Source: an optimization exercise on an open RTL-to-GDS flow (aim: small area). Production flows keep margins and buffers that such runs may drop.
Function was checked by simulation only, so behaviour that the tests miss may differ from the original.
The clock port is modelled as an ideal driver; clocking choices that lean on that would not hold on a real chip.
Power and IR drop assume default switching activity.

== exp/fjord ==
==> flow/design.v (excerpt) <==
module ws_i2c #(
    parameter [6:0] I2C_ADDR = 7'h50
) (
    input  wire       clk,
    input  wire       rst,           
    input  wire [2:0] pins,
    input  wire       adc_eoc,
    input  wire [7:0] adc_drl,
    input  wire [7:0] adc_drh,
    output wire       adc_ch,
    output wire       adc_en,
    output wire       adc_start,
    input  wire       scl,           
    input  wire       sda,           
    output wire       sda_oe,        
    output wire       host_ready
);
Settings: LEC_CHECK=0, CAP_MARGIN=20, CORE_MARGIN=2, CORE_UTILIZATION=40, SLEW_MARGIN=20; clock period 10.0 ns.
standard.sh (not shown) runs the stock make flow with config.mk's settings and CLKGATE_MAP_FILE= SYNTH_SCRIPT=/design/flow/synth_recipe.tcl, a recipe that flattens the netlist after the stock synthesis.
==> flow/flow/run.sh <==
#!/bin/bash
# Standard layout, with the port buffers as buf_1, a clock tree without dummy loads, and
# clock buffers made smaller after CTS where the flip-flops' clock slew stays low.
set -euo pipefail
export BUFFER_PORTS_ARGS="-buffer_cell sky130_fd_sc_hd__buf_1"
export CTS_ARGS="-sink_clustering_enable -repair_clock_nets -dont_use_dummy_load -buf_list sky130_fd_sc_hd__clkbuf_8 -sink_clustering_size 30 -sink_clustering_max_diameter 80"
export POST_CTS_TCL="$PWD/flow/downsize.tcl"
export MY_CTS_SLEW_PS=115
bash standard.sh > standard.log 2>&1
==> flow/flow/downsize.tcl <==
# Downsize clock buffers where the flip-flop clock pins' slew stays under a limit.
set ds_limit [expr {[info exists ::env(MY_CTS_SLEW_PS)] ? $::env(MY_CTS_SLEW_PS) : 110}]
proc ds_worst {} {
  set w 0
  foreach pin [all_registers -clock_pins -edge_triggered] {
    foreach e {rise fall} { foreach a {min max} {
      set s [get_property $pin slew_${a}_$e]
      set w [expr {max($w, [sta::time_ui_sta $s] * 1e12)}]
    } }
  }
  return $w
}
estimate_parasitics -placement
puts "downsize: worst clock pin slew [ds_worst] ps before"
foreach size {4 2} {
  foreach inst [get_cells -quiet clkbuf_*] {
    set m [get_property $inst ref_name]
    if {![regexp {clkbuf_(\d+)$} $m -> cur] || $cur <= $size} { continue }
    replace_cell $inst sky130_fd_sc_hd__clkbuf_$size
    set w [ds_worst]
    if {$w > $ds_limit} {
      replace_cell $inst $m
    } else {
      puts "downsize: [get_name $inst] $m -> clkbuf_$size ($w ps)"
    }
  }
}
puts "downsize: worst clock pin slew [ds_worst] ps after"
Here is what was changed in the inputs of exp/harbor compared with exp/fjord.
- SLEW_MARGIN now 0, was 20
- CAP_MARGIN now 0, was 20
diff --git a/flow/flow/run.sh b/flow/flow/run.sh
--- a/flow/flow/run.sh
+++ b/flow/flow/run.sh
@@ -6,4 +6,4 @@
 export CTS_ARGS="-sink_clustering_enable -repair_clock_nets -dont_use_dummy_load -buf_list sky130_fd_sc_hd__clkbuf_8 -sink_clustering_size 30 -sink_clustering_max_diameter 80"
 export POST_CTS_TCL="$PWD/flow/downsize.tcl"
-export MY_CTS_SLEW_PS=115
+export MY_CTS_SLEW_PS=108
 bash standard.sh > standard.log 2>&1
[summary]
The clock group share of total power of exp/harbor is higher than that of exp/fjord.
In the reports for exp/fjord and exp/harbor, the smaller ratio of total power to cell area belongs to exp/fjord.
Diff exp/fjord and exp/harbor: ratio of final minimum period to clock period higher in exp/fjord
From exp/fjord to exp/harbor the numbers moved as follows: number of global-route vias before repair went up; utilization now sits higher; worst stage delay on the critical path went down by 30 ps.
In terms of final-layout worst hold slack, exp/harbor and exp/fjord differ only marginally.
The inputs of exp/cedar differ from those of exp/harbor as listed below.
- swapping 0 for 20 in CAP_MARGIN
- swapping 0 for 20 in SLEW_MARGIN
==> flow/flow/run.sh <==
#!/bin/bash
# Standard layout, with the port buffers as buf_1 and a clock tree without dummy loads.
set -euo pipefail
export BUFFER_PORTS_ARGS="-buffer_cell sky130_fd_sc_hd__buf_1"
export CTS_ARGS="-sink_clustering_enable -repair_clock_nets -dont_use_dummy_load -buf_list sky130_fd_sc_hd__clkbuf_8 -sink_clustering_size 30 -sink_clustering_max_diameter 80"
bash standard.sh > standard.log 2>&1
removed: flow/flow/downsize.tcl
### Flow results
- As far as combined area of the multi-input logic cells is concerned, exp/cedar and exp/harbor perform about the same.
- exp/cedar vs exp/harbor, clock period minus worst slack went down by 200 ps.
- Comparing exp/harbor against exp/cedar, there is no change at all in share of synthesized registers carrying an async set or reset.
- On global-route usage, exp/harbor and exp/cedar are neck and neck.
- When the final numbers for exp/harbor and exp/cedar were put side by side, the portion of total power attributed to combinational logic turned out to be smaller in exp/cedar.
- Higher required time of the critical path was reported by exp/cedar, not exp/harbor.
- The wire length of the first global-routing pass of exp/cedar and that of exp/harbor are within noise of each other.
- The run showing the smaller met2 track utilization from global routing is exp/cedar.
- Diff exp/harbor..exp/cedar | proportion of synthesized area in mux cells | unchanged
Here is what was changed in the inputs of exp/maple compared with exp/cedar.
==> flow/flow/run.sh <==
#!/bin/bash
# Standard layout, with the port buffers as buf_1, a clock tree without dummy loads, and
# clock buffers made smaller after CTS where the flip-flops' clock slew stays low.
set -euo pipefail
export BUFFER_PORTS_ARGS="-buffer_cell sky130_fd_sc_hd__buf_1"
export CTS_ARGS="-sink_clustering_enable -repair_clock_nets -dont_use_dummy_load -buf_list sky130_fd_sc_hd__clkbuf_8 -sink_clustering_size 30 -sink_clustering_max_diameter 80"
export POST_CTS_TCL="$PWD/flow/downsize.tcl"
export MY_CTS_SLEW_PS=108
bash standard.sh > standard.log 2>&1
==> flow/flow/downsize.tcl (new file) <==
# Downsize clock buffers where the flip-flop clock pins' slew stays under a limit.
set ds_limit [expr {[info exists ::env(MY_CTS_SLEW_PS)] ? $::env(MY_CTS_SLEW_PS) : 110}]
proc ds_worst {} {
  set w 0
  foreach pin [all_registers -clock_pins -edge_triggered] {
    foreach e {rise fall} { foreach a {min max} {
      set s [get_property $pin slew_${a}_$e]
      set w [expr {max($w, [sta::time_ui_sta $s] * 1e12)}]
    } }
  }
  return $w
}
estimate_parasitics -placement
puts "downsize: worst clock pin slew [ds_worst] ps before"
foreach size {4 2} {
  foreach inst [get_cells -quiet clkbuf_*] {
    set m [get_property $inst ref_name]
    if {![regexp {clkbuf_(\d+)$} $m -> cur] || $cur <= $size} { continue }
    replace_cell $inst sky130_fd_sc_hd__clkbuf_$size
    set w [ds_worst]
    if {$w > $ds_limit} {
      replace_cell $inst $m
    } else {
      puts "downsize: [get_name $inst] $m -> clkbuf_$size ($w ps)"
    }
  }
}
puts "downsize: worst clock pin slew [ds_worst] ps after"
Looking at launching instance or port of the critical path, the core.cursor[2]$_SDFFE_PP0P_ result is from exp/maple; the rst one comes from exp/cedar.
exp/maple against exp/cedar: routability congestion estimate from global placement saw little to no change, clock skew higher, cell count along the critical path lower.
On total routing usage reported by global routing, exp/maple and exp/cedar are neck and neck.
In terms of routed wire length, exp/cedar and exp/maple differ only marginally.
Per the comparison of exp/maple with exp/cedar, number of filler instances in the final layout up 13, part of the power in the clock network down 3.4 points, setup slack down 300 ps.

afterwards: timing with drivers on the ports:
In the flow no input, the clock included, has a driving cell. The finished layouts below were timed again as built, in two steps.
Step 1 assumes that a clkbuf_16 drives the clock port and a buf_2 every other input.
Step 2 adds t to the input delays and takes it off the output delays; t is the mean of the earliest and latest rising clock arrival at the registers after step 1. Input paths then give back, and output paths get back, about the clock's delay inside the block.
Three values: ideal ports, drivers, drivers and shift; two values: the first two.
| run | shift t [ns] | setup slack, ns | latest minus earliest clock arrival (ns) |
|---|---|---|---|
| exp/fjord | 0.728 | 4.162 / 4.129 / 3.969 | 0.042 / 0.041 |
| exp/harbor | 0.730 | 4.246 / 4.213 / 4.011 | 0.041 / 0.041 |
| exp/cedar | 0.486 | 4.442 / 4.444 / 3.965 | 0.027 / 0.027 |
| exp/maple | 0.750 | 4.144 / 4.111 / 3.978 | 0.039 / 0.038 |
After both steps setup and hold are still met in every run listed. For exp/cedar, which loses most, drivers alone change the setup slack by +0.002 ns; drivers and shift together by -0.477 ns.
